What follows belongs to an exercise in optimizing a design on an open flow for small area, a short achievable clock period and few clock cycles; a production flow would make more cautious choices. Only simulation tests tie the RTL to the original design; equivalence was not proved. Power is estimated from default activity; no workload was simulated.

==> flow/design.v <==
module fc_crc8_step (
    input  wire [7:0] acc_in,
    input  wire [7:0] data,
    output wire [7:0] acc_out
);
    wire [7:0] x = acc_in ^ data;
    assign acc_out[0] = x[2] ^ x[4] ^ x[5];
    assign acc_out[1] = x[0] ^ x[3] ^ x[5] ^ x[6];
    assign acc_out[2] = x[0] ^ x[1] ^ x[4] ^ x[6] ^ x[7];
    assign acc_out[3] = x[0] ^ x[1] ^ x[4] ^ x[7];
    assign acc_out[4] = x[0] ^ x[1] ^ x[4];
    assign acc_out[5] = x[1] ^ x[2] ^ x[5];
    assign acc_out[6] = x[0] ^ x[2] ^ x[3] ^ x[6];
    assign acc_out[7] = x[1] ^ x[3] ^ x[4] ^ x[7];
endmodule
module fc_dec #(
    parameter CAP = 32
) (
    input  wire       clk,
    input  wire       rst,
    input  wire       clr,         
    input  wire       wr,          
    input  wire [7:0] wr_byte,
    input  wire       b_start,     
    input  wire       b_end,       
    input  wire       b_big,       
    input  wire       b_small,     
    output wire [7:0] crc_in,      
    input  wire [7:0] crc_nx,      
    output wire       acc,         
    output wire       done_nx,     
    output wire       err_nx,      
    input  wire       rd_next,     
    output reg  [7:0] rd_data,     
    output reg        rd_ok,       
    output reg  [4:0] rem,         
    output wire       open,
    output reg  [1:0] err,
    output reg  [5:0] total,
    output reg        done_ok
);
    localparam [7:0] START = 8'h02;
    localparam [7:0] END_  = 8'h04;
    localparam NB = CAP - 4;
    reg [7:0] buf_q [0:NB-1];
    reg       p_idle, p_len, p_body, p_term;
    reg [4:0] left;
    reg [7:0] crc;
    reg [4:0] rp;
    assign open = p_len | p_body | p_term;
    assign crc_in = p_len ? 8'h00 : crc;
    wire t_short = (total == 6'd2);
    wire t_ok    = b_end && !t_short && (crc == 8'h00);
    assign acc = wr && ((p_idle && b_start) || (p_len && !b_big) || p_body || (p_term && t_ok));
    assign done_nx = done_ok || (wr && p_term && t_ok);
    assign err_nx  = (err != 2'd0) || (wr && p_len && b_big) || (wr && p_term && !t_ok);
    integer k;
    always @(posedge clk) begin
        for (k = 0; k < NB; k = k + 1)
            if (wr && p_body && total == k + 2)
                buf_q[k] <= wr_byte;
    end
    always @(posedge clk) begin
        if (rst || clr) begin
            p_idle  <= 1'b1;
            p_len   <= 1'b0;
            p_body  <= 1'b0;
            p_term  <= 1'b0;
            err     <= 2'd0;
            total   <= 6'd0;
            done_ok <= 1'b0;
            rd_ok   <= 1'b0;
        end else begin
            if (wr && p_idle && b_start) begin
                p_idle <= 1'b0;
                p_len  <= 1'b1;
                total  <= 6'd1;
            end
            if (wr && p_len) begin
                p_len <= 1'b0;
                if (b_big) begin
                    err <= 2'd1;
                end else begin
                    total  <= 6'd2;
                    crc    <= crc_nx;
                    left   <= wr_byte[4:0] - 5'd3;
                    p_body <= !b_small;
                    p_term <= b_small;
                end
            end
            if (wr && p_body) begin
                total <= total + 6'd1;
                crc   <= crc_nx;
                left  <= left - 5'd1;
                if (left == 5'd1) begin
                    p_body <= 1'b0;
                    p_term <= 1'b1;
                end
            end
            if (wr && p_term) begin
                p_term <= 1'b0;
                total  <= total + 6'd1;
                if (!b_end || t_short)
                    err <= 2'd1;
                else if (crc != 8'h00)
                    err <= 2'd2;
                else begin
                    done_ok <= 1'b1;
                    rd_ok   <= (total != 6'd3);
                    rem     <= total[4:0] - 5'd3;
                end
            end
            if (rd_next) begin
                rem   <= rem - 5'd1;
                rd_ok <= (rem != 5'd1);
            end
        end
    end
    always @(posedge clk) begin
        if (wr && p_term) begin
            rd_data <= buf_q[0];
            rp      <= 5'd1;
        end else if (rd_next) begin
            rd_data <= buf_q[rp];
            rp      <= rp + 5'd1;
        end
    end
endmodule
module framing_core #(
    parameter CAP = 32
) (
    input  wire        clk,
    input  wire        rst,           
    input  wire        cmd_valid,
    input  wire [15:0] cmd_data,
    output wire        cmd_ready,
    output reg         resp_valid,
    output reg  [9:0]  resp_data,     
    output reg         ev_valid,
    output reg  [2:0]  ev_kind,       
    output reg  [23:0] ev_arg,
    input  wire        wait_done,
    input  wire        rx_valid,
    input  wire [7:0]  rx_data,
    input  wire        rx_last,
    input  wire        rx_empty,
    output wire        rx_ready
);
    localparam [7:0] START = 8'h02;
    localparam [7:0] END_  = 8'h04;
    localparam NB = CAP - 4;           
    localparam [2:0] EV_TXBEGIN = 3'd1, EV_TXWRITE = 3'd2, EV_TXEND = 3'd3,
                     EV_WAIT = 3'd4, EV_POLL = 3'd5;
    localparam O_CRC_RESET = 0,  O_CRC_CALC = 1,   O_CRC_UPDATE = 2, O_CRC_READ = 3,
               O_ENC_RESET = 4,  O_ENC_WRITE = 5,  O_ENC_END = 6,    O_ENC_AVAIL = 7,
               O_ENC_READ = 8,   O_ENC_PKTLEN = 9,
               O_DEC_RESET = 10, O_DEC_WRITE = 11, O_DEC_AVAIL = 12, O_DEC_READ = 13,
               O_DEC_ISOPEN = 14, O_DEC_HASERR = 15, O_DEC_LASTERR = 16, O_DEC_TOTLEN = 17,
               O_REQ_ADDR = 18,  O_REQ_RESPLEN = 19, O_REQ_DLO = 20, O_REQ_DHI = 21,
               O_REQ_ATT = 22,   O_REQ_START = 23, O_REQ_STATUS = 24, O_REQ_AVAIL = 25,
               O_REQ_READ = 26;
    localparam NOP = 27;
    wire [7:0] c_opc = cmd_data[15:8];
    wire       c_z   = (cmd_data[7:0] == 8'h00);
    reg [NOP-1:0] dop;
    always @(*) begin
        dop = {NOP{1'b0}};
        case (c_opc)
        8'h10: dop[O_CRC_RESET]   = c_z;
        8'h11: dop[O_CRC_CALC]    = 1'b1;
        8'h12: dop[O_CRC_UPDATE]  = 1'b1;
        8'h13: dop[O_CRC_READ]    = c_z;
        8'h20: dop[O_ENC_RESET]   = c_z;
        8'h21: dop[O_ENC_WRITE]   = 1'b1;
        8'h22: dop[O_ENC_END]     = c_z;
        8'h23: dop[O_ENC_AVAIL]   = c_z;
        8'h24: dop[O_ENC_READ]    = c_z;
        8'h25: dop[O_ENC_PKTLEN]  = c_z;
        8'h30: dop[O_DEC_RESET]   = c_z;
        8'h31: dop[O_DEC_WRITE]   = 1'b1;
        8'h32: dop[O_DEC_AVAIL]   = c_z;
        8'h33: dop[O_DEC_READ]    = c_z;
        8'h34: dop[O_DEC_ISOPEN]  = c_z;
        8'h35: dop[O_DEC_HASERR]  = c_z;
        8'h36: dop[O_DEC_LASTERR] = c_z;
        8'h37: dop[O_DEC_TOTLEN]  = c_z;
        8'h40: dop[O_REQ_ADDR]    = 1'b1;
        8'h41: dop[O_REQ_RESPLEN] = 1'b1;
        8'h42: dop[O_REQ_DLO]     = 1'b1;
        8'h43: dop[O_REQ_DHI]     = 1'b1;
        8'h44: dop[O_REQ_ATT]     = 1'b1;
        8'h45: dop[O_REQ_START]   = c_z;
        8'h46: dop[O_REQ_STATUS]  = c_z;
        8'h47: dop[O_REQ_AVAIL]   = c_z;
        8'h48: dop[O_REQ_READ]    = c_z;
        default: ;
        endcase
    end
    reg           rdy;        
    reg           cv;         
    reg [NOP-1:0] op;         
    reg [7:0]     imm8;
    reg           i_start, i_end, i_big, i_small;    
    assign cmd_ready = rdy;
    wire take = cmd_valid && rdy;
    reg  rbusy;               
    wire ex = cv && !rbusy;
    wire [NOP-1:0] x = rbusy ? {NOP{1'b0}} : op;
    reg  [7:0] crc_acc;
    wire [7:0] crc_nx;          
    reg [7:0] enc_buf [2:NB+1];
    reg       eopen;
    reg       eok;                             
    reg [5:0] en;
    reg [5:0] erem;
    reg       erdok;                           
    reg [5:0] ep;
    reg [7:0] epf;
    reg [7:0] ecrc;
    wire [7:0] klen =
        (en == 6'd4) ? 8'h61 :
        (en == 6'd5) ? 8'hff :
        (en == 6'd6) ? 8'hd1 :
        (en == 6'd7) ? 8'h86 :
        (en == 6'd8) ? 8'h3e :
        (en == 6'd9) ? 8'h96 :
        (en == 6'd10) ? 8'h8b :
        (en == 6'd11) ? 8'hef :
        (en == 6'd12) ? 8'hff :
        (en == 6'd13) ? 8'hfb :
        (en == 6'd14) ? 8'h32 :
        (en == 6'd15) ? 8'h6a :
        (en == 6'd16) ? 8'h8a :
        (en == 6'd17) ? 8'hde :
        (en == 6'd18) ? 8'hd1 :
        (en == 6'd19) ? 8'h85 :
        (en == 6'd20) ? 8'h7e :
        (en == 6'd21) ? 8'h85 :
        (en == 6'd22) ? 8'hc1 :
        (en == 6'd23) ? 8'h5f :
        (en == 6'd24) ? 8'h21 :
        (en == 6'd25) ? 8'hea :
        (en == 6'd26) ? 8'h38 :
        (en == 6'd27) ? 8'hd1 :
        (en == 6'd28) ? 8'hae :
        (en == 6'd29) ? 8'hd7 :
        (en == 6'd30) ? 8'he7 :
        (en == 6'd31) ? 8'h5e :
        (en == 6'd32) ? 8'h8a :
                         8'h00;
    wire       e_wr   = x[O_ENC_WRITE] && eok;
    wire       e_end  = x[O_ENC_END] && eopen;
    wire       e_rd   = x[O_ENC_READ] && erdok;
    reg  [7:0] enext;                          
    always @(*) begin
        if (ep == 6'd1)          enext = {2'b00, en};
        else if (erem == 6'd3)   enext = ecrc;
        else if (erem == 6'd2)   enext = END_;
        else                     enext = enc_buf[ep[4:0]];
    end
    wire       dec_acc, dec_rd_ok, dec_open, dec_done_ok;
    wire [7:0] dec_rd_data;
    wire [4:0] dec_rem;
    wire [1:0] dec_err;
    wire [5:0] dec_total;
    wire [7:0] dec_crc_in, rdec_crc_in;
    fc_dec #(.CAP(CAP)) u_dec (
        .clk(clk), .rst(rst), .clr(x[O_DEC_RESET]),
        .wr(x[O_DEC_WRITE]), .wr_byte(imm8),
        .b_start(i_start), .b_end(i_end), .b_big(i_big), .b_small(i_small),
        .crc_in(dec_crc_in), .crc_nx(crc_nx), .acc(dec_acc), .done_nx(), .err_nx(),
        .rd_next(x[O_DEC_READ] && dec_rd_ok), .rd_data(dec_rd_data), .rd_ok(dec_rd_ok),
        .rem(dec_rem), .open(dec_open), .err(dec_err), .total(dec_total),
        .done_ok(dec_done_ok)
    );
    reg [7:0]  req_addr, req_resplen, req_maxatt, req_left;
    reg        maxatt_nz;
    reg [15:0] req_delay;
    reg [2:0]  req_status;
    reg [2:0]  trig_i;
    reg [23:0] wacc;            
    reg [2:0]  aph;             
    reg        acy;
    reg       s_trig;           
    reg       s_wdone;          
    reg       s_rx;             
    reg       last_att;         
    reg        bw, bl, be;      
    reg [7:0]  bd;
    reg        b_start, b_end, b_big, b_small;    
    assign rx_ready = 1'b1;
    reg        rdec_clr_ev;
    wire       rx_ok = (req_status == 3'd1);     
    wire       rdec_acc, rdec_rd_ok, rdec_open, rdec_done_ok, rdec_done_nx, rdec_err_nx;
    wire [7:0] rdec_rd_data;
    wire [4:0] rdec_rem;
    wire [1:0] rdec_err;
    wire [5:0] rdec_total;
    wire       rq_rd_ok = rx_ok && rdec_rd_ok;
    fc_dec #(.CAP(CAP)) u_rdec (
        .clk(clk), .rst(rst), .clr(x[O_REQ_START] || rdec_clr_ev),
        .wr(bw), .wr_byte(bd),
        .b_start(b_start), .b_end(b_end), .b_big(b_big), .b_small(b_small),
        .crc_in(rdec_crc_in), .crc_nx(crc_nx), .acc(rdec_acc), .done_nx(rdec_done_nx), .err_nx(rdec_err_nx),
        .rd_next(x[O_REQ_READ] && rq_rd_ok), .rd_data(rdec_rd_data), .rd_ok(rdec_rd_ok),
        .rem(rdec_rem), .open(rdec_open), .err(rdec_err), .total(rdec_total),
        .done_ok(rdec_done_ok)
    );
    wire [7:0] step_acc = rbusy             ? rdec_crc_in :
                          op[O_DEC_WRITE]   ? dec_crc_in  :
                          op[O_ENC_WRITE]   ? ecrc        :
                          op[O_CRC_CALC]    ? 8'h00       : crc_acc;
    wire [7:0] step_dat = rbusy ? bd : imm8;
    fc_crc8_step u_crc (.acc_in(step_acc), .data(step_dat), .acc_out(crc_nx));
    wire r_f =
        x[O_CRC_RESET] | x[O_CRC_CALC] | x[O_CRC_UPDATE] | x[O_CRC_READ] |
        x[O_ENC_RESET] | e_wr | e_end | x[O_ENC_AVAIL] |
        e_rd | x[O_ENC_PKTLEN] |
        x[O_DEC_RESET] | (x[O_DEC_WRITE] & dec_acc) | x[O_DEC_AVAIL] |
        (x[O_DEC_READ] & dec_rd_ok) | x[O_DEC_ISOPEN] | x[O_DEC_HASERR] |
        x[O_DEC_LASTERR] | x[O_DEC_TOTLEN] |
        x[O_REQ_ADDR] | x[O_REQ_RESPLEN] | x[O_REQ_DLO] | x[O_REQ_DHI] | x[O_REQ_ATT] |
        x[O_REQ_STATUS] | x[O_REQ_AVAIL] | (x[O_REQ_READ] & rq_rd_ok);
    wire [7:0] r_d =
        ({8{x[O_CRC_CALC] | x[O_CRC_UPDATE]}} & crc_nx) |
        ({8{x[O_CRC_READ]}} & crc_acc) |
        ({8{e_end | x[O_ENC_PKTLEN]}} & {2'b00, en}) |
        ({8{x[O_ENC_AVAIL] & !eopen}} & {2'b00, erem}) |
        ({8{e_rd}} & epf) |
        ({8{x[O_DEC_AVAIL] & dec_done_ok}} & {3'b000, dec_rem}) |
        ({8{x[O_DEC_READ] & dec_rd_ok}} & dec_rd_data) |
        ({8{x[O_DEC_ISOPEN]}} & {7'd0, dec_open}) |
        ({8{x[O_DEC_HASERR]}} & {7'd0, dec_err != 2'd0}) |
        ({8{x[O_DEC_LASTERR]}} & {6'd0, dec_err}) |
        ({8{x[O_DEC_TOTLEN]}} & {2'b00, dec_total}) |
        ({8{x[O_REQ_STATUS]}} & {5'd0, req_status}) |
        ({8{x[O_REQ_AVAIL] & rx_ok}} & {3'b000, rdec_rem}) |
        ({8{x[O_REQ_READ] & rq_rd_ok}} & rdec_rd_data) |
        ({8{x[O_REQ_START]}} & 8'h04);    
    wire r_ill = ~|op;
    wire start_req = x[O_REQ_START] && maxatt_nz;
    wire eval_fin  = rdec_done_nx || last_att;
    reg  busy_nx;
    always @(*) begin
        busy_nx = rbusy;
        if (start_req)
            busy_nx = 1'b1;
        if (bl && eval_fin)
            busy_nx = 1'b0;
        if (be)
            busy_nx = 1'b0;
    end
    wire cv_nx = take || (cv && !ex);
    integer k;
    always @(posedge clk) begin
        for (k = 2; k < NB + 2; k = k + 1)
            if (e_wr && en == k + 2)
                enc_buf[k] <= imm8;
    end
    always @(posedge clk) begin
        resp_valid  <= 1'b0;
        ev_valid    <= 1'b0;
        rdec_clr_ev <= 1'b0;
        bw <= rx_valid && s_rx && !rx_empty && !rst;
        bl <= rx_valid && s_rx && rx_last && !rx_empty && !rst;
        be <= rx_valid && s_rx && rx_empty && !rst;
        bd <= rx_data;
        b_start <= (rx_data == START);
        b_end   <= (rx_data == END_);
        b_big   <= (rx_data > CAP);
        b_small <= (rx_data < 8'd4);
        resp_data   <= {r_ill, r_f, r_d};
        ev_kind     <= EV_POLL;
        ev_arg      <= {8'd0, req_addr, req_resplen};
        if (rdy) begin
            op      <= cmd_valid ? dop : {NOP{1'b0}};
            imm8    <= cmd_data[7:0];
            i_start <= (cmd_data[7:0] == START);
            i_end   <= (cmd_data[7:0] == END_);
            i_big   <= (cmd_data[7:0] > CAP);
            i_small <= (cmd_data[7:0] < 8'd4);
        end
        if (rst) begin
            rdy        <= 1'b1;
            cv         <= 1'b0;
            rbusy      <= 1'b0;
            s_trig     <= 1'b0;
            s_wdone    <= 1'b0;
            s_rx       <= 1'b0;
            crc_acc    <= 8'h00;
            eopen      <= 1'b1;
            eok        <= 1'b1;
            en         <= 6'd4;
            erdok      <= 1'b0;
            ecrc       <= 8'h00;
            req_addr   <= 8'd0;
            req_resplen <= 8'd0;
            req_delay  <= 16'd0;
            req_maxatt <= 8'd0;
            maxatt_nz  <= 1'b0;
            req_status <= 3'd0;
            aph        <= 3'd0;
        end else begin
            rdy   <= !(cv_nx && busy_nx);
            cv    <= cv_nx;
            rbusy <= busy_nx;
            case (aph)
            3'd1: begin {acy, wacc[5:0]}   <= {1'b0, wacc[5:0]}   + {1'b0, req_delay[5:0]};  aph <= 3'd2; end
            3'd2: begin {acy, wacc[11:6]}  <= {1'b0, wacc[11:6]}  + {1'b0, req_delay[11:6]} + {6'd0, acy}; aph <= 3'd3; end
            3'd3: begin {acy, wacc[17:12]} <= {1'b0, wacc[17:12]} + {3'b000, req_delay[15:12]} + {6'd0, acy}; aph <= 3'd4; end
            3'd4: begin wacc[23:18] <= wacc[23:18] + {5'd0, acy}; aph <= 3'd0; end
            default: ;
            endcase
            if (ex)
                resp_valid <= !start_req;
            if (x[O_CRC_RESET])
                crc_acc <= 8'h00;
            if (x[O_CRC_CALC] || x[O_CRC_UPDATE])
                crc_acc <= crc_nx;
            if (x[O_ENC_RESET]) begin
                eopen <= 1'b1;
                eok   <= 1'b1;
                en    <= 6'd4;
                erdok <= 1'b0;
                ecrc  <= 8'h00;
            end
            if (e_wr) begin
                en   <= en + 6'd1;
                eok  <= (en != CAP - 1);
                ecrc <= crc_nx;
            end
            if (e_end) begin
                eopen <= 1'b0;
                eok   <= 1'b0;
                erem  <= en;
                erdok <= 1'b1;
                ep    <= 6'd1;
                epf   <= START;
                ecrc  <= ecrc ^ klen;
            end
            if (e_rd) begin
                erem  <= erem - 6'd1;
                erdok <= (erem != 6'd1);
                ep    <= ep + 6'd1;
                epf   <= enext;
            end
            if (x[O_REQ_ADDR])    req_addr    <= imm8;
            if (x[O_REQ_RESPLEN]) req_resplen <= imm8;
            if (x[O_REQ_DLO])     req_delay[7:0]  <= imm8;
            if (x[O_REQ_DHI])     req_delay[15:8] <= imm8;
            if (x[O_REQ_ATT]) begin
                req_maxatt <= imm8;
                maxatt_nz  <= (imm8 != 8'd0);
            end
            if (x[O_REQ_START]) begin
                req_left   <= req_maxatt;
                last_att   <= (req_maxatt == 8'd1);
                wacc       <= {8'd0, req_delay};
                aph        <= 3'd0;
                req_status <= maxatt_nz ? 3'd0 : 3'd4;
            end
            if (start_req) begin
                ev_valid <= 1'b1;
                ev_kind  <= EV_TXBEGIN;
                ev_arg   <= {16'd0, req_addr};
                trig_i   <= 3'd1;
                s_trig   <= 1'b1;
            end
            if (s_trig) begin
                ev_valid <= 1'b1;
                trig_i   <= trig_i + 3'd1;
                case (trig_i)
                3'd1: begin ev_kind <= EV_TXWRITE; ev_arg <= {16'd0, START}; end
                3'd2: begin ev_kind <= EV_TXWRITE; ev_arg <= 24'h000004; end
                3'd3: begin ev_kind <= EV_TXWRITE; ev_arg <= 24'h000061; end
                3'd4: begin ev_kind <= EV_TXWRITE; ev_arg <= {16'd0, END_}; end
                3'd5: begin ev_kind <= EV_TXEND;   ev_arg <= 24'd0; end
                default: begin
                    ev_kind <= EV_WAIT;
                    ev_arg  <= wacc;
                    aph     <= 3'd1;
                    s_trig  <= 1'b0;
                    s_wdone <= 1'b1;
                end
                endcase
            end
            if (s_wdone) begin
                if (wait_done) begin
                    ev_valid <= 1'b1;
                    s_wdone  <= 1'b0;
                    s_rx     <= 1'b1;
                end
            end
            if (be) begin
                req_status <= 3'd2;
                resp_valid <= 1'b1;
                resp_data  <= {1'b0, 1'b0, 8'h02};
                s_rx       <= 1'b0;
            end
            if (bl) begin
                s_rx <= 1'b0;
                if (rdec_done_nx) begin
                    req_status <= 3'd1;
                    resp_valid <= 1'b1;
                    resp_data  <= {1'b0, 1'b1, 8'h01};
                end else begin
                    req_left <= req_left - 8'd1;
                    last_att <= (req_left == 8'd2);
                    if (rdec_err_nx)
                        rdec_clr_ev <= 1'b1;
                    if (last_att) begin
                        req_status <= rdec_err_nx ? 3'd3 : 3'd4;
                        resp_valid <= 1'b1;
                        resp_data  <= {1'b0, 1'b0, rdec_err_nx ? 8'h03 : 8'h04};
                    end else if (rdec_err_nx) begin
                        ev_valid <= 1'b1;
                        ev_kind  <= EV_TXBEGIN;
                        ev_arg   <= {16'd0, req_addr};
                        trig_i   <= 3'd1;
                        s_trig   <= 1'b1;
                    end else begin
                        ev_valid <= 1'b1;
                        ev_kind  <= EV_WAIT;
                        ev_arg   <= wacc;
                        aph      <= 3'd1;
                        s_wdone  <= 1'b1;
                    end
                end
            end
        end
    end
endmodule
==> flow/flow/run.sh <==
#!/bin/bash
set -euo pipefail
bash standard.sh SETUP_SLACK_MARGIN=5.15 finish > standard.log 2>&1
==> flow/standard.sh <==
#!/bin/bash
# synth_recipe.tcl (not shown) runs the flow's synth.tcl, then flattens the netlist and writes it again
# the make line also repeats each setting of config.mk as NAME=value (left out here)
make -C /OpenROAD-flow-scripts/flow DESIGN_CONFIG=/design/flow/config.mk WORK_HOME=/design/flow/orfs CLKGATE_MAP_FILE= SYNTH_SCRIPT=/design/flow/synth_recipe.tcl "${@:-finish}"
==> flow/config.mk <==
export PLATFORM = sky130hd
export DESIGN_NAME = framing_core
export DESIGN_NICKNAME = framing_core
export VERILOG_FILES = /design/flow/design.v
export SDC_FILE = /design/flow/constraint.sdc
export NUM_CORES = 4
export LEC_CHECK = 0
export ABC_AREA = 1
export CAP_MARGIN = 20
export CORE_MARGIN = 2
export CORE_UTILIZATION = 40
export CTS_CLUSTER_DIAMETER = 90
export CTS_CLUSTER_SIZE = 26
export PLACE_DENSITY = 0.68
export SLEW_MARGIN = 20
==> flow/constraint.sdc <==
create_clock -name core_clock -period 8.0 [get_ports {clk}]
set_input_delay 1.6000 -clock core_clock [delete_from_list [all_inputs] [get_ports {clk}]]
set_output_delay 1.6000 -clock core_clock [all_outputs]
set_load 0.01 [all_outputs]
==> impl_results.md, run 1 <==
- DP Cell Count: 5134
- Compound-Gate Fraction of Synth Area: 11.5%
- Top sig layer: met5
- Initial antenna violation count: 6
- Asr flop ratio synth: 0%
- Global route overflow: 0
- Worst hold slack: 469 ps
- Status: no timing/DRC/antenna violations
- Clk sink count: 991
- Power density cells: 180 mW/mm^2
- Finished Layout Cells: 5299
- Multi-input logic area: 0.0130 sq mm
- Fin. max-slew vios: 0
- Detailed router's first-iteration violation count: 3821
- Hold_buf cts: 0
- DR pass1 iterations: 6
- Number of hold violations in the final report: 0
- Crit path largest cell delay: 460 ps
- All-Layer GR Usage: 20.7%
- Simple-Gate Fraction of Synth Area: 13.9%
- Worst setup margin: 5110 ps
- Met3 WL post-DR: 11000 um
- Die width: 329 um
- DRC viols: 0
- CTS buffer count: 44
- Crit-path cells: buf_4 -> ha_2 -> nand2_1 -> inv_1 -> nand2_1 -> clkinvlp_4 -> a22o_1 -> a221oi_2 -> nand2_1 -> o31a_1 -> o21ai_0 -> a21oi_1
- Root Driver: clkbuf_16
- Critical register-to-register path startpoint: ep[0]
- Area grow syn2layout: 12.7%
- Distinct cells, synth: 75
- First-pass GRT wire length: 171000 um
- Storage element area: 0.0281 sq mm
- Layout Nets: 3973
- Worst Skew: 40.9 ps
- Die area: 0.108 sq mm
- Port Buf Inserts: 70
- Max Fclk: 346 MHz
- WP data arrival: 3260 ps
- Per-cell routed wire length: 21.9 um
- Crit. End Element: flop
- Hpwl dp: 79100 um
- Metal2 WL: 52700 um
- RSZ-0062 raised after global routing: yes
- Slowest CP cell: edfxtp_1
- Ant. Diodes: 0
- Peak supply drop: 0.194 mV
- #FFs+latches synth: 991
- Final ANT Viol Nets: 0
- Relative slew slack: 21.9%
- Filler Cell Count: 9463
- Post-synth EDFFs: 820
- Top-level I/O count: 72
- Crit path launch type: flop
- Minimum clock period: 2890 ps
- Portion of netlist area occupied by mux cells: 0.237%
- Global placer's final weighted congestion: 0.942
- Layout cells sized above 1: 12.5%
- Worst-Margin Slew: 1170 ps
- Critical path required time: 8370 ps
- Mapped Avg Cell Area: 11.4 sq um
- Worst min-delay path class: flop to flop
- Post-Synthesis Cell Area: 0.0422 sq mm
- Final TNS setup: 0 ps
- Hold_sp: u_rdec.err[1]
- Max_cap viols: 0
- CP most frequent cell: nand2_1
- Crit Path Class: flop to flop
- Initial core utilization: 40.2%
- Worst-case clock buffer depth: 3
- Total Routed Length: 116000 um
- Largest family of logic cells by synthesized area: simple AND/OR/NAND/NOR gates
- Synth Warn #: 20
- Tcrit/Tclk final: 36.1%
- Post-Synth XOR/XNOR Area: 0.984%
- Top FF cell, synth: edfxtp_1
- Final setup vio count: 0
- Critical path startpoint: ep[0]
- Pre-CTS setup slack: 4360 ps
- Sequential share of the synthesized area: 66.5%
- Synth Instances: 3700
- Vias: 30.0k
- Clk latency of the worst-skew pair: 650 ps
- Leakage power: 0.0169 uW
- Site Rows: 119
- Synth Net Count: 3801
- Vias in the first global route: 27.8k
- CP Max Fanout: 7
- Largest net degree at the start of global routing: 65
- Core Area: 0.105 sq mm
- Vias/cell: 5.66
- Clock slew at reported path FFs: 100 ps
- Die Span Y: 329 um
- TritonCTS clock tree: built
- M1 wire length: 49600 um
- Adder-cell area share of the yosys netlist: 2.16%
- H-tree depth: 2
## cell usage after synthesis (all sizes together), types with 8 or more instances
library cell / n / area [sq um]
a211oi: 21 / 158
a21oi: 177 / 901
a221o: 8 / 80.1
a221oi: 99 / 867
a22o: 79 / 692
a22oi: 10 / 75.1
a31oi: 18 / 113
a32o: 15 / 150
and3: 8 / 50.1
buf: 22 / 138
clkbuf: 38 / 143
dfxtp: 171 / 3420
edfxtp: 820 / 24600
ha: 65 / 813
inv: 444 / 1670
mux2: 8 / 90.1
nand2: 610 / 2340
nand3: 160 / 806
nand4: 61 / 382
nor2: 373 / 1540
nor3: 70 / 365
nor4: 35 / 253
o211ai: 15 / 113
o21ai: 222 / 1120
o22ai: 29 / 181
or2: 8 / 50.1
xnor2: 15 / 131
xor2: 29 / 284
## cell usage in the layout (no fill, tap or decap), types with 31 or more instances in the layout
| cell type | n |
|---|---|
| edfxtp_1 | 820 |
| nand2_1 | 577 |
| inv_1 | 384 |
| nor2_1 | 311 |
| o21ai_0 | 201 |
| a21oi_1 | 169 |
| nand3_1 | 156 |
| dfxtp_1 | 142 |
| buf_4 | 95 |
| a221oi_1 | 80 |
| a22o_1 | 79 |
| nand4_1 | 61 |
| nor3_1 | 59 |
| ha_1 | 58 |
| clkbuf_16 | 46 |
| inv_2 | 44 |
| nor2_4 | 33 |
| clkbuf_1 | 31 |
## timing repair
action	CTS	global route
setup endpoints to repair	399	309
pin swaps	11	33
setup buffers	16	59
cloned	2	6
gates resized for setup	205	153
## flip-flops by register name, summed over array words and instances, names as in the netlist, 8 cells and up
signal,cells
enc_buf,224
u_dec.buf_q,224
u_rdec.buf_q,224
op,27
ev_arg,24
wacc,24
req_delay,16
resp_data,10
bd,8
crc_acc,8
ecrc,8
epf,8
imm8,8
req_addr,8
req_left,8
req_maxatt,8
req_resplen,8
u_dec.crc,8
u_dec.rd_data,8
u_rdec.crc,8
u_rdec.rd_data,8
## worst paths after layout
check                  endpoint  slack [ps]  depth (start not counted)
setup / recovery         epf[7]        5110                         12
hold / removal    u_rdec.err[1]         470                          2
setup reg to reg         epf[7]        5110                         12
hold reg to reg   u_rdec.err[1]         470                          2
## layer usage
layer | vias up | GRT usage, %
li1 | 13600 | -
met2 | 1472 | 32.0
met5 | - | 0
met3 | 205 | 4.19
met4 | 4 | 5.54
met1 | 14700 | 29.5
## critical path, delay by kind of cell (launching register included)
kind | cells | cell delay [ps]
buffers and inverters | 3 | 500
AO/OA/AOI/OAI | 5 | 1030
adder cells (fa/ha/maj) | 1 | 200
AND/OR/NAND/NOR | 3 | 460
flip-flops | 1 | 460
## metrics by stage
stage	instance area, sq um	total power [uW]	utilization, %
after global placement	44600	5970	42.5
after detailed placement	44600	5980	42.5
after global routing	47500	8760	45.3
after CTS	46400	8540	44.2
after floorplan	42200	5860	-
final	47500	8550	45.3
## final cells by class
cell class / instances / share of cell area [%]
Inverter: 450 / 3.68
Clock inverter: 5 / 0.0869
Timing Repair inverter: 1 / 0.0105
Sequential cell: 991 / 59.1
Multi-Input combinational cell: 2203 / 27.4
Timing Repair Buffer: 181 / 3.40
Tap cell: 1391 / 3.66
Clock buffer: 77 / 2.63
## power by group
| part | leakage (uW) | internal [uW] | switching [uW] |
|---|---|---|---|
| clock | 0.000618 | 1090 | 1580 |
| sequential | 0.00889 | 5580 | 14.1 |
| combinational | 0.00735 | 82.2 | 204 |
| total | 0.0169 | 6750 | 1790 |
## cells by family after synthesis
kind of cell | after synthesis
compound gates | 738
xor+xnor | 44
mux | 9
flops | 991
other cells | 1
buf+inv | 510
simple gates | 1337
fa+ha+maj | 70
Testbench counts, summed over its fixed seeds: cycles 21,000.
==> run 2, diff against run 1 <==
--- a/flow/config.mk
+++ b/flow/config.mk
@@ -11,5 +11,5 @@
 export CORE_UTILIZATION = 40
 export CTS_CLUSTER_DIAMETER = 90
 export CTS_CLUSTER_SIZE = 26
-export PLACE_DENSITY = 0.68
+export PLACE_DENSITY = 0.85
 export SLEW_MARGIN = 20
==> impl_results.md, run 2 <==
- Reg2reg setup slack: 5150 ps
- Detailed router's first-iteration violation count: 4901
- Die Span Y: 329 um
- Post-synth EDFFs: 820
- Site Rows: 119
- Final setup vio count: 0
- Area share of the largest cell type after synthesis: 58.4%
- Area grow syn2layout: 11.3%
- Max_cap viols: 0
- Worst-case clock buffer depth: 3
- Final TNS setup: 0 ps
- Compound-Gate Fraction of Synth Area: 11.5%
- Distinct cells, synth: 75
- Fin. max-slew vios: 0
- Simple-Gate Fraction of Synth Area: 13.9%
- Minimum clock period: 2900 ps
- Power density cells: 182 mW/mm^2
- Vias in the first global route: 28.4k
- CP Buf/Inv Count: 3
- Die width: 329 um
- Worst-Margin Slew: 1110 ps
- Critical register-to-register path startpoint: ep[2]
- Max Fclk: 345 MHz
- Reg2reg end: epf[7]
- Vias/cell: 5.83
- Tcrit/Tclk final: 36.3%
- Hold depth: 2
- Total Routed Length: 114000 um
- DR pass1 iterations: 8
- Slowest CP cell: a21oi_1
- Hold_buf cts: 0
- Critical path's top delay family: buffers and inverters
- Initial core utilization: 40.2%
- Layout cells sized above 1: 10.9%
- CTS buffer count: 44
- DP Area: 0.0446 sq mm
- RSZ-0062 raised after global routing: yes
- TritonCTS clock tree: built
- Synth Warn #: 20
- Asr flop ratio synth: 0%
- R2R depth: 11
- Commonest non-fill, non-tap cell in the layout: edfxtp_1
- Top FF cell, synth: edfxtp_1
- DP Cell Count: 5127
- #FFs+latches synth: 991
- Root Driver: clkbuf_16
- All-Layer GR Usage: 20.0%
- Crit Path Class: input port to flop
- Post-Synth XOR/XNOR Area: 0.984%
- Relative slew slack: 26.0%
- Adder-cell area share of the yosys netlist: 2.16%
- Worst min-delay path class: flop to flop
- Crit-path cells: buf_2 -> buf_8 -> a21oi_1 -> inv_1 -> nor2_1
- Synth Instances: 3700
- Most numerous cell in the Yosys netlist: edfxtp_1
- Critical path required time: 8280 ps
- WP data arrival: 3180 ps
- Hold_sp: u_rdec.p_idle
- Clk sink count: 991
- Synth area leader: edfxtp_1
- Clock slew at reported path FFs: 110 ps
- Final ANT Viol Nets: 0
- Per-cell routed wire length: 21.7 um
- Core Area: 0.105 sq mm
- Peak supply drop: 0.207 mV
- DRC viols: 0
- Global placer's final weighted congestion: 0.952
- Post-Synthesis Cell Area: 0.0422 sq mm
- Post-synth top cells: 820 x edfxtp_1, 593 x nand2_1, 403 x inv_1
- Vias: 30.7k
- Largest family of logic cells by synthesized area: simple AND/OR/NAND/NOR gates
- Sequential share of the synthesized area: 66.5%
- Hold EP: u_rdec.p_idle
- Hpwl dp: 77400 um
- Layout Nets: 3938
- Finished layout cell area: 0.0470 sq mm
- Filler Cell Count: 9078
- Crit. End Element: flop
- Global route overflow: 0
- Status: no timing/DRC/antenna violations
- Regs by FF count: enc_buf: 224 flops, u_dec.buf_q: 224 flops, u_rdec.buf_q: 224 flops
- Mapped Avg Cell Area: 11.4 sq um
- Crit path largest cell delay: 430 ps
- Portion of netlist area occupied by mux cells: 0.237%
- Crit path launch type: input port
- Largest net degree at the start of global routing: 66
- Number of hold violations in the final report: 0
- Finished Layout Cells: 5264
- Top cells by area, synth: edfxtp_1 58%, dfxtp_1 8.1%, nand2_1 5.3%
- Initial antenna violation count: 0
- Die area: 0.108 sq mm
- Top-level I/O count: 72
- Leakage power: 0.0165 uW
- Clk latency of the worst-skew pair: 640 ps
- H-tree depth: 2
- First-pass GRT wire length: 169000 um
- CP Max Fanout: 46
- Synth Net Count: 3801
- Port Buf Inserts: 70
- Worst Skew: 35.1 ps
- Most frequent cells in the layout: 820 x edfxtp_1, 587 x nand2_1, 386 x inv_1
[run 2: cell types whose count changed in the layout (fill, tap and decap cells not counted), moves of 5 or more]
cell	change
nor2_4	-6
nand2_1	+10
buf_4	-32
nor2_2	+5
nand2_2	-10
inv_4	-5
a221oi_1	+11
a221oi_2	-8
[run 2: tightest hold or removal path, delay by kind of cell, from the launching register on]
family / cells / cell delay [ps]
flops: 1 / 320
simple gates: 2 / 110
[run 2: logic make-up (layout without fill, tap and decap cells)]
group / after synthesis / in the layout
fa+ha+maj: 70 / 70
compound gates: 738 / 740
flops: 991 / 991
simple gates: 1337 / 1337
buf+inv: 510 / 680
mux: 9 / 9
xor+xnor: 44 / 44
other cells: 1 / 2
[run 2: through the flow]
step           utilization [%]  total power (uW)  hold slack (ps)  setup slack (ps)
2_1_floorplan                -              5860              420              5050
3_3_place_gp              42.5              5960              439              4440
3_5_place_dp              42.5              5970              440              4330
4_1_cts                   44.1              8500              460              5060
5_1_grt                   44.7              8690              493              4980
6_report                  44.7              8530              466              5100
[run 2: final cells by class]
cell class	count	area, sq um	share of cell area [%]
flip-flops and latches	991	28100	59.8
multi-input cells	2201	12800	27.2
inverters	450	1740	3.71
well taps	1391	1740	3.71
repair buffers	148	1320	2.81
clock buffers	75	1230	2.61
clock inverters	6	55.1	0.117
repair inverters	1	5.00	0.0107
diodes	1	2.50	0.00533
[run 2: where the power goes]
group          switching [uW]  internal [uW]  leakage, uW
combinational             202           82.8      0.00705
sequential               18.7           5580      0.00889
clock                    1570           1070     0.000609
[run 2: how the worst max path moves through the flow]
| stage | from | to | slack, ps | depth (start not counted) |
|---|---|---|---|---|
| final | rst | u_dec.rem[2] | 5100 | 5 |
| after detailed placement | rst | u_dec.crc[2] | 4330 | 5 |
| after global placement | rst | u_rdec.crc[0] | 4440 | 7 |
| after floorplan | rst | wacc[12] | 5050 | 4 |
| after global routing | rbusy | resp_data[8] | 4980 | 11 |
| after CTS | rdy | cmd_ready | 5060 | 1 |
[run 2: per-layer routing]
| metal | wire length (um) | global-route usage (%) | part of all wire, % |
|---|---|---|---|
| met1 | 43500 | 27.2 | 38 |
| met2 | 53300 | 32.6 | 47 |
| met3 | 13800 | 4.00 | 12 |
| met4 | 3590 | 5.67 | 3.1 |
| met5 | 0 | 0 | 0 |
[run 2: repair_timing]
item,in CTS,in global routing
buffers inserted,10,41
pin swaps,7,21
resized for setup,188,117
gates cloned,3,0
endpoints found under the setup margin,401,311
==> run 3, diff against run 2 <==
--- a/flow/config.mk
+++ b/flow/config.mk
@@ -8,8 +8,8 @@
 export ABC_AREA = 1
 export CAP_MARGIN = 20
 export CORE_MARGIN = 2
-export CORE_UTILIZATION = 40
+export CORE_UTILIZATION = 50
 export CTS_CLUSTER_DIAMETER = 90
 export CTS_CLUSTER_SIZE = 26
-export PLACE_DENSITY = 0.85
+export PLACE_DENSITY = 0.8
 export SLEW_MARGIN = 20
==> impl_results.md, run 3 <==
- Synth area leader: edfxtp_1
- Crit path largest cell delay: 370 ps
- Die area: 0.0867 sq mm
- Synth Net Count: 3801
- RSZ-0062 raised after global routing: yes
- CTS buffer count: 44
- Peak supply drop: 0.260 mV
- Vias in the first global route: 28.1k
- Top-level I/O count: 72
- Most frequent cells in the layout: 820 x edfxtp_1, 585 x nand2_1, 391 x inv_1
- Site Rows: 106
- Asr flop ratio synth: 0%
- Vias: 30.3k
- Layout cells sized above 1: 10.2%
- Initial antenna violation count: 2
- Critical path's top delay family: flip-flops
- Clock network power share: 31.3%
- Worst-Margin Slew: 1310 ps
- Most numerous cell in the Yosys netlist: edfxtp_1
- Synth Warn #: 20
- Hold_buf cts: 0
- Sw frac: 20.7%
- Leakage power: 0.0166 uW
- Die Span Y: 294 um
- Post-synth top cells: 820 x edfxtp_1, 593 x nand2_1, 403 x inv_1
- Detailed router's first-iteration violation count: 4619
- Core Area: 0.0836 sq mm
- Clk latency of the worst-skew pair: 630 ps
- Die width: 294 um
- Largest net degree at the start of global routing: 65
- Minimum clock period: 2860 ps
- Distinct cells, synth: 75
- H-tree depth: 2
- Final Util: 55.9%
- Crit path launch type: flop
- Commonest non-fill, non-tap cell in the layout: edfxtp_1
- Crit. End Element: primary output
- WP data arrival: 1260 ps
- Final ANT Viol Nets: 0
- CP Buf/Inv Count: 2
- Post-Synthesis Cell Area: 0.0422 sq mm
- CP Max Fanout: 8
- Regs by FF count: enc_buf: 224 flops, u_dec.buf_q: 224 flops, u_rdec.buf_q: 224 flops
- Relative slew slack: 11.7%
- First-pass GRT wire length: 167000 um
- Sequential share of power: 65.4%
- Total Routed Length: 112000 um
- Slowest CP cell: dfxtp_4
- Power density cells: 183 mW/mm^2
- Area grow syn2layout: 10.7%
- Worst min-delay path class: flop to flop
- Max Fclk: 350 MHz
- Final TNS setup: 0 ps
- Sequential share of the synthesized area: 66.5%
- Global route overflow: 0
- Root Driver: clkbuf_16
- TritonCTS clock tree: built
- All-Layer GR Usage: 25.0%
- Final setup vio count: 0
- Tcrit/Tclk final: 35.8%
- Filler Cell Count: 6639
- DRC viols: 0
- Power Internal: 6790 uW
- Critical path required time: 6400 ps
- Synth Instances: 3700
- Clk sink count: 991
- Area share of the largest cell type after synthesis: 58.4%
- Reg2reg setup slack: 5170 ps
- Hpwl dp: 76600 um
- #FFs+latches synth: 991
- Port Buf Inserts: 70
- Worst Skew: 30.2 ps
- Crit-path cells: buf_12 -> buf_6
- Number of hold violations in the final report: 0
- Layout Nets: 3927
- Vias/cell: 6.13
- Worst-case clock buffer depth: 3
- Crit Path Class: flop to primary output
- Mapped Avg Cell Area: 11.4 sq um
- Max_cap viols: 0
- Status: no timing/DRC/antenna violations
- Post-synth EDFFs: 820
- Per-cell routed wire length: 22.6 um
- Initial core utilization: 50.5%
- Clock slew at reported path FFs: 110 ps
- Comb pwr share: 3.3%
- Switch Pwr: 1770 uW
- Top FF cell, synth: edfxtp_1
- Global placer's final weighted congestion: 1.01
- Ant. Diodes: 0
- Fin. max-slew vios: 0
- Top cells by area, synth: edfxtp_1 58%, dfxtp_1 8.1%, nand2_1 5.3%
- DR pass1 iterations: 7
==> run 3: cell types whose count changed in the layout (fill, tap and decap cells not counted), sizes merged, moves of 2 or more <==
cell and delta:
clkbuf -4, clkinv -4, buf -11, dlygate4sd2 +9
clkdlybuf4s15 -2, clkinvlp -2
==> run 3: timing repair <==
item,CTS,global route
buffers inserted,9,30
endpoints found under the setup margin,351,323
gates resized for setup,177,115
pin swaps,4,14
cloned,1,3
==> run 3: worst paths after layout <==
| check | start | to | cells past startpoint |
|---|---|---|---|
| setup / recovery | rdy | cmd_ready | 2 |
| hold / removal | u_rdec.err[1] | u_rdec.err[1] | 2 |
| hold reg to reg | u_rdec.err[1] | u_rdec.err[1] | 2 |
| setup reg to reg | u_dec.rp[1] | u_dec.rd_data[3] | 12 |
==> run 3: kinds of logic (layout without fill, tap and decap cells) <==
group / count (synthesis) / count (layout) / share of synthesized area (%)
buf+inv: 510 / 669 / 4.68
flops: 991 / 991 / 66.5
fa+ha+maj: 70 / 70 / 2.16
xor+xnor: 44 / 44 / 0.984
mux: 9 / 9 / 0.237
compound gates: 738 / 739 / 11.5
other cells: 1 / 1 / 0.00889
simple gates: 1337 / 1337 / 13.9
==> run 3: worst register-to-register path, delay by kind of cell, from the launching register on <==
family	cells	cell delay, ps
and+or+nand+nor	5	1170
buffers and inverters	4	520
DFF	1	400
adders and majority gates	1	260
AOI/OAI and AO/OA	2	190
==> run 3: cell type report <==
| type | instances | area, sq um | area share (%) |
|---|---|---|---|
| repair buffers | 138 | 1340 | 2.86 |
| clock buffers | 78 | 1260 | 2.70 |
| multi-input cells | 2200 | 12800 | 27.5 |
| well taps | 1080 | 1350 | 2.89 |
| flip-flops and latches | 991 | 28100 | 60.2 |
| inverters | 450 | 1740 | 3.72 |
| repair inverters | 1 | 5.00 | 0.0107 |
| clock inverters | 2 | 50.0 | 0.107 |
==> run 3: power by group through the flow <==
stage | clock network [uW] | logic [uW] | registers (uW)
finish | 2680 | 279 | 5600
floorplan | 0 | 118 | 5740
global route | 2840 | 299 | 5600
CTS | 2680 | 256 | 5600
global placement | 0 | 245 | 5720
detailed placement | 0 | 251 | 5720
==> run 3: per-stage QoR <==
step | worst slack, ps | hold WS, ps | power, uW | instances | instance area, sq um
3_3_place_gp | 4490 | 451 | 5960 | 4817 | 44200
4_1_cts | 4900 | 466 | 8530 | 4907 | 45900
2_1_floorplan | 5050 | 420 | 5860 | 3700 | 42200
6_report | 5140 | 466 | 8550 | 4940 | 46700
3_5_place_dp | 4450 | 451 | 5970 | 4817 | 44200
5_1_grt | 5040 | 504 | 8740 | 4940 | 46700
==> run 3: metal layers <==
metal  global-route usage (%)  part of all wire, %
met1                     35.8                   39
met5                        0                0.023
met4                     7.24                  2.8
met3                     3.93                   11
met2                     39.7                   47
==> run 4, diff against run 3 <==
--- a/flow/design.v
+++ b/flow/design.v
@@ -33,7 +33,7 @@
     input  wire       rd_next,     
     output reg  [7:0] rd_data,     
     output reg        rd_ok,       
-    output reg  [4:0] rem,         
+    output wire [4:0] rem,         
     output wire       open,
     output reg  [1:0] err,
     output reg  [5:0] total,
@@ -47,6 +47,7 @@
     reg [4:0] left;
     reg [7:0] crc;
     reg [4:0] rp;
+    assign rem = total[4:0] - 5'd3 - rp;
     assign open = p_len | p_body | p_term;
     assign crc_in = p_len ? 8'h00 : crc;
     wire t_short = (total == 6'd2);
@@ -107,12 +108,10 @@
                 else begin
                     done_ok <= 1'b1;
                     rd_ok   <= (total != 6'd3);
-                    rem     <= total[4:0] - 5'd3;
                 end
             end
             if (rd_next) begin
-                rem   <= rem - 5'd1;
-                rd_ok <= (rem != 5'd1);
+                rd_ok <= ({1'b0, rp} + 6'd4 != total);
             end
         end
     end
@@ -399,7 +398,6 @@
             req_maxatt <= 8'd0;
             maxatt_nz  <= 1'b0;
             req_status <= 3'd0;
-            aph        <= 3'd0;
         end else begin
             rdy   <= !(cv_nx && busy_nx);
             cv    <= cv_nx;
--- a/flow/config.mk
+++ b/flow/config.mk
@@ -8,8 +8,7 @@
 export ABC_AREA = 1
 export CAP_MARGIN = 20
 export CORE_MARGIN = 2
-export CORE_UTILIZATION = 50
+export CORE_UTILIZATION = 40
 export CTS_CLUSTER_DIAMETER = 90
 export CTS_CLUSTER_SIZE = 26
-export PLACE_DENSITY = 0.8
 export SLEW_MARGIN = 20
==> impl_results.md, run 4 <==
- CP Max Fanout: 9
- R2R depth: 9
- Most numerous cell in the Yosys netlist: edfxtp_1
- Commonest non-fill, non-tap cell in the layout: edfxtp_1
- Relative slew slack: 25.5%
- Detailed router's first-iteration violation count: 3441
- Core Area: 0.105 sq mm
- Crit path launch type: flop
- Critical Path End: u_rdec.rd_data[4]
- Mapped Avg Cell Area: 11.2 sq um
- Reg2reg end: u_rdec.rd_data[4]
- Crit. End Element: flop
- Finished Layout Cells: 5341
- Global placer's final weighted congestion: 0.935
- RSZ-0062 raised after global routing: yes
- Critical path required time: 8390 ps
- Site Rows: 119
- Regs by FF count: enc_buf: 224 flops, u_dec.buf_q: 224 flops, u_rdec.buf_q: 224 flops
- Per-cell routed wire length: 22.3 um
- Die Span Y: 329 um
- All-Layer GR Usage: 21.5%
- Synth Net Count: 3885
- DP Cell Count: 5210
- H-tree depth: 2
- Asr flop ratio synth: 0%
- Vias/cell: 5.54
- Clock slew at reported path FFs: 120 ps
- Power density cells: 179 mW/mm^2
- Total Routed Length: 119000 um
- DRC viols: 0
- Layout cells sized above 1: 11.7%
- Area share of the largest cell type after synthesis: 57.8%
- Status: no timing/DRC/antenna violations
- Area grow syn2layout: 12.8%
- Crit Path Class: flop to flop
- Layout Nets: 4037
- Top FF cell, synth: edfxtp_1
- Peak supply drop: 0.183 mV
- Filler Cell Count: 9631
- Minimum clock period: 2820 ps
- WP data arrival: 3210 ps
- DR pass1 iterations: 6
- Vias in the first global route: 27.8k
- Distinct cells, synth: 78
- Port Buf Inserts: 70
- Synth Warn #: 20
- Clk sink count: 981
- Largest net degree at the start of global routing: 63
- Worst min-delay path class: flop to flop
- Synth area leader: edfxtp_1
- Top-level I/O count: 72
- Worst-case clock buffer depth: 3
- Final setup vio count: 0
- Die area: 0.108 sq mm
- Worst-Margin Slew: 1110 ps
- Hpwl dp: 80800 um
- Top cells by area, synth: edfxtp_1 58%, dfxtp_1 8.0%, nand2_1 5.8%
- Sequential share of the synthesized area: 65.7%
- Post-synth EDFFs: 813
- Final ANT Viol Nets: 0
- Fin. max-slew vios: 0
- Die width: 329 um
- Synth Instances: 3764
- Post-synth top cells: 813 x edfxtp_1, 654 x nand2_1, 466 x inv_1
- Worst Skew: 43.5 ps
- Root Driver: clkbuf_16
- TritonCTS clock tree: built
- Max Fclk: 355 MHz
- Most frequent cells in the layout: 813 x edfxtp_1, 649 x nand2_1, 441 x inv_1
- Clk latency of the worst-skew pair: 640 ps
- Hold_buf cts: 0
- Initial antenna violation count: 2
- #FFs+latches synth: 981
- Final TNS setup: 0 ps
- Critical path startpoint: u_rdec.rp[3]
- Tcrit/Tclk final: 35.2%
- Reg2reg setup slack: 5180 ps
- Ant. Diodes: 0
- Initial core utilization: 40.3%
- Global route overflow: 0
- Critical register-to-register path startpoint: u_rdec.rp[3]
- CTS buffer count: 46
- Vias: 29.6k
- First-pass GRT wire length: 177000 um
- Pwr Total: 8550 uW
- Number of hold violations in the final report: 0
- Leakage power: 0.0170 uW
- Max_cap viols: 0
- Post-Synthesis Cell Area: 0.0423 sq mm
## run 4: cell count changes in the layout (fill, tap and decap cells not counted), moves of 18 or more
cell      before  now
buf_4         49   77
nor2_1       308  273
a22o_1        79   47
nand2_1      585  649
dfxtp_1      152  133
inv_2         42   24
inv_1        391  441
a22oi_1       10   35
a221oi_1      87   69
## run 4: layout make-up
cell class	count	area (sq um)	area share [%]
inverter	492	1920	4.02
timing repair buffer	164	1550	3.25
tap	1391	1740	3.65
timing repair inverter	1	7.51	0.0158
sequential	981	27900	58.5
multi-input combinational	2230	13200	27.7
clock buffer	69	1260	2.64
clock inverter	13	139	0.291
## run 4: how the worst min path moves through the flow
stage	startpoint	endpoint	slack (ps)	cells past startpoint
after detailed placement	u_rdec.p_idle	u_rdec.p_idle	450	2
after CTS	u_rdec.p_idle	u_rdec.p_idle	460	2
final	u_rdec.p_idle	u_rdec.p_idle	460	2
after floorplan	u_dec.p_idle	u_dec.p_idle	420	2
after global routing	u_rdec.p_idle	u_rdec.p_idle	490	2
after global placement	u_rdec.p_idle	u_rdec.p_idle	450	2
## run 4: worst max-delay path, stage by stage, from the launching register on
cell	delay, ps
dfxtp_2	400
inv_1	100
ha_2	250
nand3_1	120
clkinv_2	170
a22o_1	260
a221oi_1	430
nand4_1	370
nor4_1	380
nor2_1	80
## run 4: cell families after synthesis
| group | synth area share (%) |
|---|---|
| simple gates | 13.7 |
| flops | 65.7 |
| compound gates | 11.2 |
| buf+inv | 5.10 |
| fa+ha+maj | 2.79 |
| xor+xnor | 1.25 |
| mux | 0.234 |
| other cells | 0.00887 |
## run 4: report_power, final
group	internal, uW	switching, uW
Combinational	61.3	166
Sequential	5530	18.7
Clock	1140	1640
Total	6720	1830
## run 4: stage by stage
stage	util (%)	hold WS, ps	cell area (sq um)	worst slack, ps
2_1_floorplan	-	420	42300	5070
3_3_place_gp	42.7	445	44800	4160
3_5_place_dp	42.7	449	44800	4150
4_1_cts	44.7	464	46900	5110
5_1_grt	45.4	494	47700	5110
6_report	45.4	459	47700	5180
## run 4: per-layer routing
layer | wire [um] | part of all wire, % | global-route usage, %
met1 | 52600 | 44 | 31.3
met2 | 55400 | 46 | 34.7
met3 | 8960 | 7.5 | 2.64
met4 | 2360 | 2.0 | 3.94
met5 | 11 | 0.0092 | 0
## run 4: timing repair
item	CTS	global route
setup endpoints to repair	417	219
cloned	3	2
buffers inserted	17	26
pin swaps	13	26
resized for setup	281	124
Testbench counts of run 4, summed over its fixed seeds: cycles 21,000.
==> run 5, diff against run 4 <==
==> flow/flow/run.sh (replaced) <==
#!/bin/bash
set -euo pipefail
bash standard.sh SETUP_SLACK_MARGIN=5.25 finish > standard.log 2>&1
--- a/flow/config.mk
+++ b/flow/config.mk
@@ -9,6 +9,6 @@
 export CAP_MARGIN = 20
 export CORE_MARGIN = 2
 export CORE_UTILIZATION = 40
-export CTS_CLUSTER_DIAMETER = 90
-export CTS_CLUSTER_SIZE = 26
+export CTS_CLUSTER_DIAMETER = 80
+export CTS_CLUSTER_SIZE = 22
 export SLEW_MARGIN = 20
==> impl_results.md, run 5 <==
- Status: no timing/DRC/antenna violations
- Worst-case clock buffer depth: 3
- Sequential share of the synthesized area: 65.7%
- Switch Pwr: 1880 uW
- Crit path launch type: flop
- Critical path required time: 6400 ps
- Asr flop ratio synth: 0%
- Die area: 0.108 sq mm
- Critical path's top delay family: flip-flops
- Critical Path End: cmd_ready
- Post-Synthesis Cell Area: 0.0423 sq mm
- Tcrit/Tclk final: 35.7%
- WP data arrival: 1250 ps
- Vias in the first global route: 28.3k
- Layout Nets: 4103
- Reg2reg setup slack: 5200 ps
- Crit. path cell count: 2
- Number of hold violations in the final report: 0
- Core Area: 0.105 sq mm
- Worst min-delay path class: flop to flop
- Per-cell routed wire length: 22.6 um
- Reg2reg end: epf[2]
- Total Routed Length: 122000 um
- CP Buf/Inv Count: 2
- Distinct cells, synth: 78
- Clock network power share: 33.9%
- Sw frac: 21.4%
- Top FF cell, synth: edfxtp_1
- Crit-path cells: buf_12 -> buf_6
- Ant. Diodes: 0
- Most frequent cells in the layout: 813 x edfxtp_1, 637 x nand2_1, 428 x inv_1
- Mapped Avg Cell Area: 11.2 sq um
- Worst setup margin: 5150 ps
- Vias: 30.1k
- Detailed router's first-iteration violation count: 2975
- Final Util: 46.7%
- CP Max Fanout: 2
- Global placer's final weighted congestion: 0.927
- Most numerous cell in the Yosys netlist: edfxtp_1
- Layout cells sized above 1: 15.8%
- Global route overflow: 0
- Area share of the largest cell type after synthesis: 57.8%
- Final ANT Viol Nets: 0
- Max Fclk: 350 MHz
- Commonest non-fill, non-tap cell in the layout: edfxtp_1
- Root Driver: clkbuf_16
- Max_cap viols: 0
- R2R depth: 13
- Area grow syn2layout: 16.0%
- Slowest CP cell: dfxtp_4
- Post-synth top cells: 813 x edfxtp_1, 654 x nand2_1, 466 x inv_1
- Post-synth EDFFs: 813
- Top-level I/O count: 72
- Hold_buf cts: 0
- Crit path largest cell delay: 360 ps
- Site Rows: 119
- Comb pwr share: 2.8%
- Power density cells: 179 mW/mm^2
- Worst-Margin Slew: 1150 ps
- Synth area leader: edfxtp_1
- Initial core utilization: 40.3%
- All-Layer GR Usage: 21.8%
- Crit Path Class: flop to primary output
- Clk sink count: 981
- Final TNS setup: 0 ps
- Initial antenna violation count: 1
- Fin. max-slew vios: 0
- First-pass GRT wire length: 180000 um
- Synth Net Count: 3885
- Worst Skew: 28.8 ps
- Die width: 329 um
- DRC viols: 0
- Pre-CTS setup slack: 4010 ps
- Leakage power: 0.0176 uW
- Sequential share of power: 63.2%
- Synth Instances: 3764
- Largest net degree at the start of global routing: 65
- Die Span Y: 329 um
- Hpwl dp: 80800 um
- Vias/cell: 5.57
- Power Internal: 6880 uW
- Clock slew at reported path FFs: 90 ps
- RSZ-0062 raised after global routing: yes
- H-tree depth: 2
- Critical path startpoint: rdy
- Final setup vio count: 0
- Pwr Total: 8760 uW
- Crit. End Element: primary output
- CTS buffer count: 53
- Regs by FF count: enc_buf: 224 flops, u_dec.buf_q: 224 flops, u_rdec.buf_q: 224 flops
- TritonCTS clock tree: built
- #FFs+latches synth: 981
- Critical register-to-register path startpoint: ep[0]
- Port Buf Inserts: 70
- Relative slew slack: 23.3%
- Synth Warn #: 20
- DR pass1 iterations: 6
- Peak supply drop: 0.176 mV
- Filler Cell Count: 9577
- Top cells by area, synth: edfxtp_1 58%, dfxtp_1 8.0%, nand2_1 5.8%
- Clk latency of the worst-skew pair: 660 ps
- Minimum clock period: 2850 ps
## run 5: cells by family after synthesis
| logic type | share of synthesized area [%] |
|---|---|
| and+or+nand+nor | 13.7 |
| DFF | 65.7 |
| AOI/OAI and AO/OA | 11.2 |
| buffers and inverters | 5.10 |
| adders and majority gates | 2.79 |
| xor gates and xnor gates | 1.25 |
| muxes | 0.234 |
| other | 0.00887 |
## run 5: layout make-up
cell class	count	area [sq um]	area share [%]
Sequential cell	981	27900	56.9
Multi-Input combinational cell	2229	13700	28.0
Timing Repair Buffer	223	2090	4.25
Inverter	492	1980	4.03
Tap cell	1391	1740	3.55
Clock buffer	79	1460	2.97
Clock inverter	13	134	0.273
Timing Repair inverter	2	16.3	0.0332
## run 5: per-stage QoR
| step | hold WS, ps | instances | instance area [sq um] |
|---|---|---|---|
| floorplan | 420 | 3764 | 42300 |
| global placement | 451 | 5205 | 44800 |
| detailed placement | 448 | 5205 | 44800 |
| CTS | 462 | 5351 | 47700 |
| global route | 475 | 5410 | 49000 |
| finish | 459 | 5410 | 49000 |
## run 5: power by group through the flow
| stage | combinational [uW] | sequential [uW] | clock, uW |
|---|---|---|---|
| 4_1_cts | 233 | 5540 | 3010 |
| 3_3_place_gp | 220 | 5660 | 0 |
| 6_report | 248 | 5540 | 2970 |
| 3_5_place_dp | 224 | 5660 | 0 |
| 5_1_grt | 268 | 5540 | 3180 |
| 2_1_floorplan | 91.6 | 5690 | 0 |
## run 5: worst min-delay path by stage
stage                        startpoint  cells past startpoint       endpoint
after floorplan            u_dec.p_idle                      2   u_dec.p_idle
after global routing      u_rdec.p_idle                      2  u_rdec.p_idle
after global placement    u_rdec.p_idle                      2  u_rdec.p_idle
after detailed placement  u_rdec.p_idle                      2  u_rdec.p_idle
after CTS                 u_rdec.p_idle                      2  u_rdec.p_idle
final                     u_rdec.p_idle                      2  u_rdec.p_idle
## run 5: per-layer routing
metal  share of wire [%]  wire length [um]  global-route usage, %
met1                  44             53900                   31.9
met2                  46             56600                   34.6
met3                 7.0              8520                   2.52
met4                 2.6              3220                   5.48
met5               0.011                13                      0
## run 5: timing repair
item,in CTS,in global routing
setup buffers,50,57
gates cloned,4,2
resized for setup,430,213
pin swaps,30,58
setup endpoints to repair,680,313
## run 5: worst reg2reg max path: stages (launching register included)
cell        delay [ps]
edfxtp_1           470
buf_6              160
ha_4               170
inv_4               60
nor2_4              40
nand2_2             90
clkinvlp_4         170
a22o_1             230
a221oi_2           200
nand4_1            240
nor2_4             210
nand4_1            230
o22ai_2            210
a21oi_2             80
==> run 6, diff against run 5 <==
--- a/flow/design.v
+++ b/flow/design.v
@@ -197,7 +197,21 @@
     end
     reg           rdy;        
     reg           cv;         
-    reg [NOP-1:0] op;         
+    reg           ov;         
+    reg [4:0]     oi;         
+    reg  [NOP-1:0] op;        
+    integer m;
+    always @(*) begin
+        for (m = 0; m < NOP; m = m + 1)
+            op[m] = ov && (oi == m);
+    end
+    reg [4:0] doi;
+    integer j;
+    always @(*) begin
+        doi = 5'd0;
+        for (j = 0; j < NOP; j = j + 1)
+            if (dop[j]) doi = doi | j[4:0];
+    end
     reg [7:0]     imm8;
     reg           i_start, i_end, i_big, i_small;    
     assign cmd_ready = rdy;
@@ -336,7 +350,7 @@
         ({8{x[O_REQ_AVAIL] & rx_ok}} & {3'b000, rdec_rem}) |
         ({8{x[O_REQ_READ] & rq_rd_ok}} & rdec_rd_data) |
         ({8{x[O_REQ_START]}} & 8'h04);    
-    wire r_ill = ~|op;
+    wire r_ill = !ov;
     wire start_req = x[O_REQ_START] && maxatt_nz;
     wire eval_fin  = rdec_done_nx || last_att;
     reg  busy_nx;
@@ -372,7 +386,8 @@
         ev_kind     <= EV_POLL;
         ev_arg      <= {8'd0, req_addr, req_resplen};
         if (rdy) begin
-            op      <= cmd_valid ? dop : {NOP{1'b0}};
+            ov      <= cmd_valid && (|dop);
+            oi      <= doi;
             imm8    <= cmd_data[7:0];
             i_start <= (cmd_data[7:0] == START);
             i_end   <= (cmd_data[7:0] == END_);
==> flow/flow/run.sh (replaced) <==
#!/bin/bash
set -euo pipefail
bash standard.sh SETUP_SLACK_MARGIN=5.15 finish > standard.log 2>&1
--- a/flow/config.mk
+++ b/flow/config.mk
@@ -9,6 +9,6 @@
 export CAP_MARGIN = 20
 export CORE_MARGIN = 2
 export CORE_UTILIZATION = 40
-export CTS_CLUSTER_DIAMETER = 80
-export CTS_CLUSTER_SIZE = 22
+export CTS_CLUSTER_DIAMETER = 90
+export CTS_CLUSTER_SIZE = 26
 export SLEW_MARGIN = 20
==> impl_results.md, run 6 <==
- Final setup vio count: 0
- Number of hold violations in the final report: 0
- Post-Synthesis Cell Area: 0.0422 sq mm
- Top cells by area, synth: edfxtp_1 56%, dfxtp_1 8.0%, nand2_1 6.9%
- Clock slew at reported path FFs: 100 ps
- Max Fclk: 343 MHz
- Root Driver: clkbuf_16
- Area share of the largest cell type after synthesis: 56.3%
- Hpwl dp: 81200 um
- Pre-CTS setup slack: 4010 ps
- Crit. End Element: flop
- Sequential share of the synthesized area: 64.3%
- #FFs+latches synth: 960
- Initial antenna violation count: 3
- Detailed router's first-iteration violation count: 3157
- Site Rows: 119
- Worst-case clock buffer depth: 3
- Reg2reg setup slack: 5090 ps
- CTS buffer count: 45
- Vias in the first global route: 28.2k
- Synth Warn #: 20
- Layout Nets: 4246
- Vias: 30.4k
- DP Cell Count: 5364
- Per-cell routed wire length: 21.4 um
- Clk sink count: 960
- Tcrit/Tclk final: 36.4%
- Area grow syn2layout: 14.5%
- CP Max Fanout: 8
- Post-synth EDFFs: 792
- Finished Layout Cells: 5552
- First-pass GRT wire length: 178000 um
- DR pass1 iterations: 6
- Mapped Avg Cell Area: 10.7 sq um
- Core Area: 0.105 sq mm
- Die Span Y: 329 um
- Ant. Diodes: 0
- H-tree depth: 2
- Worst-Margin Slew: 1090 ps
- Synth Net Count: 4064
- All-Layer GR Usage: 21.4%
- Final TNS setup: 0 ps
- Port Buf Inserts: 70
- Hold_buf cts: 0
- Final ANT Viol Nets: 0
- Most frequent cells in the layout: 792 x edfxtp_1, 754 x nand2_1, 456 x inv_1
- Die area: 0.108 sq mm
- Leakage power: 0.0178 uW
- Fin. max-slew vios: 0
- Top FF cell, synth: edfxtp_1
- Distinct cells, synth: 70
- Final Util: 46.1%
- Global route overflow: 0
- Clk latency of the worst-skew pair: 640 ps
- Top-level I/O count: 72
- Post-synth top cells: 792 x edfxtp_1, 779 x nand2_1, 483 x inv_1
- Initial core utilization: 40.2%
- Worst setup margin: 5090 ps
- Synth area leader: edfxtp_1
- Layout cells sized above 1: 14.2%
- Peak supply drop: 0.217 mV
- WP data arrival: 3300 ps
- Power density cells: 174 mW/mm^2
- Crit path launch type: flop
- TritonCTS clock tree: built
- Filler Cell Count: 9803
- Most numerous cell in the Yosys netlist: edfxtp_1
- Minimum clock period: 2910 ps
- Crit Path Class: flop to flop
- Largest net degree at the start of global routing: 63
- Max_cap viols: 0
- Relative slew slack: 27.1%
- Synth Instances: 3943
- Total Routed Length: 119000 um
- Commonest non-fill, non-tap cell in the layout: edfxtp_1
- Asr flop ratio synth: 0%
- Global placer's final weighted congestion: 0.939
- Worst min-delay path class: flop to flop
- Vias/cell: 5.47
- Status: no timing/DRC/antenna violations
- Critical path required time: 8390 ps
- Regs by FF count: enc_buf: 224 flops, u_dec.buf_q: 224 flops, u_rdec.buf_q: 224 flops
- RSZ-0062 raised after global routing: yes
- Die width: 329 um
- DRC viols: 0
- Worst Skew: 27.0 ps
[run 6: what timing repair did]
action	in CTS	in global routing
gates resized for setup	320	224
cloned	3	2
setup buffers	33	67
pin swaps	21	36
endpoints found under the setup margin	636	461
[run 6: layout make-up]
type	instances	area, sq um	area share [%]
Inverter	522	2040	4.21
Clock inverter	8	109	0.225
Sequential cell	960	27200	56.3
Timing Repair Buffer	206	1780	3.68
Tap cell	1391	1740	3.60
Clock buffer	75	1270	2.63
Timing Repair inverter	3	15.0	0.0311
Multi-Input combinational cell	2387	14200	29.3
[run 6: stage by stage]
step / total power, uW / hold slack [ps] / area (sq um)
final: 8420 / 452 / 48300
after global placement: 5760 / 431 / 44700
after CTS: 8450 / 454 / 47000
after detailed placement: 5760 / 435 / 44700
after global routing: 8640 / 487 / 48300
after floorplan: 5660 / 420 / 42300
[run 6: final timing paths]
kind,endpoint,depth (start not counted),startpoint
worst min-delay path,u_dec.p_idle,2,u_dec.p_idle
worst min register to register,u_dec.p_idle,2,u_dec.p_idle
worst max-delay path,epf[6],13,ep[0]
worst max register to register,epf[6],13,ep[0]
[run 6: cell families after synthesis]
logic type,count (synthesis),synth area share [%]
mux,16,0.412
xor+xnor,49,1.05
buf+inv,597,5.36
simple gates,1551,15.7
fa+ha+maj,90,2.79
compound gates,679,10.4
flops,960,64.3
other cells,1,0.00888
[run 6: where the power goes]
part           internal [uW]  switching (uW)
combinational           67.0             179
sequential              5410            16.2
clock                   1130            1620
total                   6600            1820
[run 6: critical path: stages (launching register included)]
cell and delay (ps):
edfxtp_1 490, buf_4 190, ha_4 170, inv_4 60, nor2_1 60, ha_4 210, nand2_1 70, nand3_1 100
a221oi_2 180, nand4_1 260, a211oi_2 360, nand4_1 250, nand2_1 200, a21oi_1 80
[run 6: per-layer routing]
metal | vias up | wire length [um] | global-route usage [%]
met2 | 1092 | 54800 | 34.0
met1 | 14900 | 53100 | 31.1
met5 | - | 13 | 0
met3 | 185 | 7550 | 2.35
li1 | 14200 | - | -
met4 | 2 | 3400 | 5.85
Testbench counts of run 6, summed over its fixed seeds: cycles 21,000.

[afterwards: timing with drivers on the ports]
The flow's constraints put no driver on any port. The routed layouts listed below were extracted and timed again, unchanged, in two steps.
Step 1 (the two cells are an assumption about what drives the block):
set clk [get_ports {clk}]
set_driving_cell -lib_cell sky130_fd_sc_hd__clkbuf_16 $clk
set_driving_cell -lib_cell sky130_fd_sc_hd__buf_2 [delete_from_list [all_inputs] $clk]
Step 2 also shifts input and output timing later by t, the mid clock arrival at the registers, as if the neighbouring blocks saw the same clock.
a / b / c = ideal / step 1 / step 2; a / b = the first two.
| run | t (ns) | setup slack, ns | worst setup path at the end | slew at the worst register clock pin (ns) | cell pins on the clock port's net |
|---|---|---|---|---|---|
| run 1 | 0.700 | 5.113 / 5.054 / 4.596 | input to register | 0.11 / 0.11 | 1 |
| run 2 | 0.688 | 5.100 / 5.102 / 4.449 | input to register | 0.11 / 0.11 | 1 |
| run 3 | 0.683 | 5.139 / 5.069 / 4.643 | input to register | 0.11 / 0.11 | 1 |
| run 4 | 0.694 | 5.184 / 5.117 / 4.607 | input to register | 0.12 / 0.12 | 1 |
| run 5 | 0.716 | 5.147 / 5.073 / 4.593 | input to register | 0.10 / 0.10 | 1 |
| run 6 | 0.697 | 5.087 / 5.087 / 4.480 | input to register | 0.11 / 0.11 | 1 |
After both steps setup and hold are still met in every run listed. The setup slack of run 2, which loses most, moves by +0.002 ns with the drivers and by -0.651 ns with both steps.
